This design comes from an exercise in tuning for small area, a short achievable clock period and few clock cycles per item on the open sky130 flow, not from production work.
Where RTL was checked, it was by simulation tests only, not by an equivalence proof against the original.
Power and IR drop assume default switching activity.

==> flow/design.v (excerpt) <==
module modbus_engine #(
    parameter N_COIL    = 64,
    parameter N_DI      = 32,
    parameter N_HR      = 32,
    parameter N_IR      = 16,
    parameter BASE_COIL = 16'h0010,
    parameter BASE_DI   = 16'h0200,
    parameter BASE_HR   = 16'h0100,
    parameter BASE_IR   = 16'h0300,
    parameter EXC_ADDR  = 8'h02
) (
    input  wire               clk,
    input  wire               rst,
    input  wire               rx_valid,
    input  wire [7:0]         rx_data,
    output wire               rx_ready,
    output wire               tx_valid,
    output wire [7:0]         tx_data,
    output wire               tx_last,
    input  wire               tx_ready,
    input  wire [N_DI-1:0]    di_in,
    input  wire [16*N_IR-1:0] ir_in
);
Settings: LEC_CHECK=0, ABC_CLOCK_PERIOD_IN_PS=4000, CAP_MARGIN=20, CORE_MARGIN=2, CORE_UTILIZATION=50, PLACE_DENSITY=0.6, SLEW_MARGIN=20; clock period 12.0 ns.
run.sh (not shown) runs the stock make flow with config.mk's settings and CLKGATE_MAP_FILE= SYNTH_SCRIPT=/design/flow/synth_recipe.tcl, a recipe that flattens the netlist after the stock synthesis.
The first run ran to the end with no violations.
Then changed:
ABC_CLOCK_PERIOD_IN_PS = unset   (was 4000)
What happened: Routed wire length does not change. Power does not change. Clock power stays flat. Worst setup slack is unchanged. Design area does not change. Clock skew is unchanged. Fmax does not change. Core utilization is unchanged. Non-clock buffer count does not change. Via count is unchanged. Synthesized area is unchanged.
No run of this note included a check of the RTL's function; only the layout flow was run.

* * *

== tundra ==
modbus_engine, a different RTL version from the one above (not shown whole).
Size: roughly 930 flip-flops, about 310 I/O pins.
==> flow/config.mk <==
export PLATFORM = sky130hd
export DESIGN_NAME = modbus_engine
export DESIGN_NICKNAME = modbus_engine
export VERILOG_FILES = /design/flow/design.v
export SDC_FILE = /design/flow/constraint.sdc
export NUM_CORES = 4
export LEC_CHECK = 0
export CAP_MARGIN = 60
export CORE_MARGIN = 2
export CORE_UTILIZATION = 50
export CTS_CLUSTER_DIAMETER = 70
export CTS_CLUSTER_SIZE = 30
export PLACE_DENSITY = 0.5
export SLEW_MARGIN = 60
==> flow/constraint.sdc <==
create_clock -name core_clock -period 12.0 [get_ports {clk}]
set_input_delay 2.4000 -clock core_clock [delete_from_list [all_inputs] [get_ports {clk}]]
set_output_delay 2.4000 -clock core_clock [all_outputs]
set_load 0.01 [all_outputs]
standard.sh (not shown) runs the stock make flow with config.mk's settings and CLKGATE_MAP_FILE= SYNTH_SCRIPT=/design/flow/synth_recipe.tcl, a recipe that flattens the netlist after the stock synthesis.
==> flow/flow/run.sh <==
#!/bin/bash
# The standard layout; only the port buffer cell is chosen here (buf_2
# instead of the buffer ORFS picks by default). Every tool's output goes to
# standard.log in this folder.
export BUFFER_PORTS_ARGS="-buffer_cell sky130_fd_sc_hd__buf_2"
bash standard.sh > standard.log 2>&1
tundra: done, clean on timing, DRC and antenna
Testbench counts of tundra, summed over its fixed seeds: cycles 64,209, items 3,200.
Edits applied to the flow inputs when going from tundra to indigo:
Settings: CTS_CLUSTER_SIZE changed from 30 to 28; PLACE_DENSITY changed from 0.5 to 0.6; CTS_CLUSTER_DIAMETER changed from 70 to 60.
### Flow results
Compared with tundra, in indigo clock share of power went up by 5.9 points; clock sink count ~0 delta; total power after layout climbed 9.2%.
Looking at category of the critical setup timing path, the reg -> reg result is from tundra; the in -> reg one comes from indigo.
indigo ended up with sky130_fd_sc_hd__buf_2 as its critical-path cell with the highest stage delay; tundra ended up with sky130_fd_sc_hd__or4_1.
[inputs] maple vs indigo
Settings: CTS_CLUSTER_SIZE changed from 28 to 30; CTS_CLUSTER_DIAMETER changed from 60 to 70.
Findings:
maple | status: complete | timing, DRC, antenna: pass. indigo completed end to end with timing, DRC and antenna clean. Part of the total power dissipated in sequential elements (lower): indigo. [maple vs indigo] total global routing track utilization: lower in maple. Max cell area across indigo and maple: indigo. maple ends up with a post-route clock period utilization that is 0.46 points lower than in indigo.
Changes in harbor relative to maple:
Settings: swapping 60 for 50 in CAP_MARGIN; swapping 60 for 50 in SLEW_MARGIN.
--- outcome ---
From maple to harbor the numbers moved as follows: global-route wire length before repair shrank by about 0.9%, via count down 299, count of port buffers added during placement flat, design area shrank by 0.95%, time the final worst path needs with I/O delays and setup up 270 ps.
The clock network power share number comes out higher for harbor vs maple.
Diff maple and harbor: combinational power share lower in harbor
Compare maple and harbor | number of cells in the finished layout apart from fillers lower: harbor
harbor vs maple on first-iteration DRC count: harbor is the lower one.
Summary — initial antenna violation count, harbor relative to maple: higher, by 4.
A startpoint of the most critical setup path of rx_data[0] is what maple shows, while o[0]$_SDFFE_PN0N_ belongs to harbor.
Diff maple..harbor | setup TNS | unchanged

* * *

== before ==
Another version of the RTL of modbus_engine (not shown whole).
Size in the first run: roughly 3300 cells after synthesis, roughly 45000 um^2 of cells after synthesis.
export LEC_CHECK = 0
export CAP_MARGIN = 60
export CORE_MARGIN = 2
export CORE_UTILIZATION = 50
export CTS_CLUSTER_DIAMETER = 70
export CTS_CLUSTER_SIZE = 30
export PLACE_DENSITY = 0.6
export SLEW_MARGIN = 60
create_clock -name core_clock -period 12.0 [get_ports {clk}]
Scripts as last shown in full above: flow/flow/run.sh
Both conditions hold for before: the flow ran to the end and the final layout passed the timing, design-rule and antenna checks.
Testbench counts of before, summed over its fixed seeds: cycles 65,638, items 3,200.
For after, these inputs were changed with respect to before:
- CTS_CLUSTER_DIAMETER removed (was 70)
- CAP_MARGIN changed from 60 to 70
- CTS_CLUSTER_SIZE removed (was 30)
- SLEW_MARGIN changed from 60 to 70
Higher worst setup slack goes to after over before.
Relative to before, logic gate share of total power has decreased by 1.1 points in after.
Relative to before, the total net switching power measured on after has increased by a few percent.
Taking before as the reference point, the critical path depth of after rises by 14.
after vs. before: switching part of the total power fell 1.5 points; clock share of power rose 7.0 points; met2 wirelength from detailed routing rose about 0.65%.
Compared with before, after shows a slack of the worst reg-to-reg path that is 0.09 ns lower.
Cell area | after vs before | after larger

* * *

modbus_engine with an RTL version that a note above also has.
Size: about 3400 cells after synthesis, about 930 flip-flops, about 310 I/O pins, ~0.046 mm^2 of cells after synthesis.
export LEC_CHECK = 0
export CAP_MARGIN = 70
export CORE_MARGIN = 2
export CORE_UTILIZATION = 50
export CTS_CLUSTER_DIAMETER = 70
export CTS_CLUSTER_SIZE = 30
export PLACE_DENSITY = 0.6
export SLEW_MARGIN = 70
create_clock -name core_clock -period 12.0 [get_ports {clk}]
Scripts as last shown in full above: flow/flow/run.sh
The baseline went through all stages and came out clean.
Testbench counts at the start, summed over its fixed seeds: cycles 64,209, items 3,200.
Edit:
Settings changed: CAP_MARGIN 70 to 60, CORE_UTILIZATION 50 to 45, SLEW_MARGIN 70 to 60.
Area after synthesis is unchanged.
Setup slack loses 0.049 ns.
Die area goes up by 11%.
Synthesized cell count is unchanged.
Design area falls by about 0.7%.
Wire length drops by 5.0%.
Clock power came out higher by 11%.
Critical path depth drops by 2.
Flip-flop and latch count does not change.
Clock skew went down by 0.0075 ns.
Power went up by about 2%.

==> re-timing with driven ports <==
No port has a modelled driver above. Below, the same layouts with a new extraction and two added sets of constraints. Step 1 sets driving cells, clkbuf_16 on the clock port and buf_2 on the other inputs (assumed; they add their load-dependent delay and slew). Step 2 times the ports against the registers' clock, not the clock port: input delays grow and output delays shrink by t, the midpoint of the rising clock arrivals with the driver on. Slacks: ideal / step 1 / step 2; pairs: ideal / step 1.
run | t (ns) | setup WS [ns] | worst hold slack (ns) | worst register clock-pin slew, ns | pins driven straight from the clock port
the first run of note 1 | 0.737 | 6.811 / 6.811 / 6.766 | 0.392 / 0.392 / 0.392 | 0.07 / 0.07 | 1
the second run of note 1 | 0.737 | 6.811 / 6.811 / 6.766 | 0.392 / 0.392 / 0.392 | 0.07 / 0.07 | 1
tundra | 0.744 | 8.168 / 8.168 / 7.495 | 0.460 / 0.460 / 0.460 | 0.11 / 0.11 | 1
indigo | 0.735 | 8.264 / 8.304 / 7.571 | 0.436 / 0.436 / 0.436 | 0.10 / 0.10 | 1
maple | 0.738 | 8.319 / 8.312 / 7.622 | 0.450 / 0.450 / 0.450 | 0.11 / 0.11 | 1
harbor | 0.732 | 8.046 / 8.046 / 7.460 | 0.450 / 0.450 / 0.450 | 0.12 / 0.12 | 1
before | 0.752 | 7.955 / 7.892 / 7.419 | 0.452 / 0.452 / 0.452 | 0.11 / 0.11 | 1
after | 0.754 | 8.035 / 8.035 / 7.567 | 0.436 / 0.436 / 0.436 | 0.07 / 0.07 | 1
the first run of note 4 | 0.719 | 8.235 / 8.277 / 7.561 | 0.460 / 0.460 / 0.460 | 0.12 / 0.12 | 1
the second run of note 4 | 0.774 | 8.186 / 8.235 / 7.461 | 0.450 / 0.450 / 0.450 | 0.11 / 0.11 | 1
After both steps every run listed still meets setup and hold. The setup slack of the second run of note 4, which loses most, moves by +0.049 ns with the drivers and by -0.725 ns with both steps.
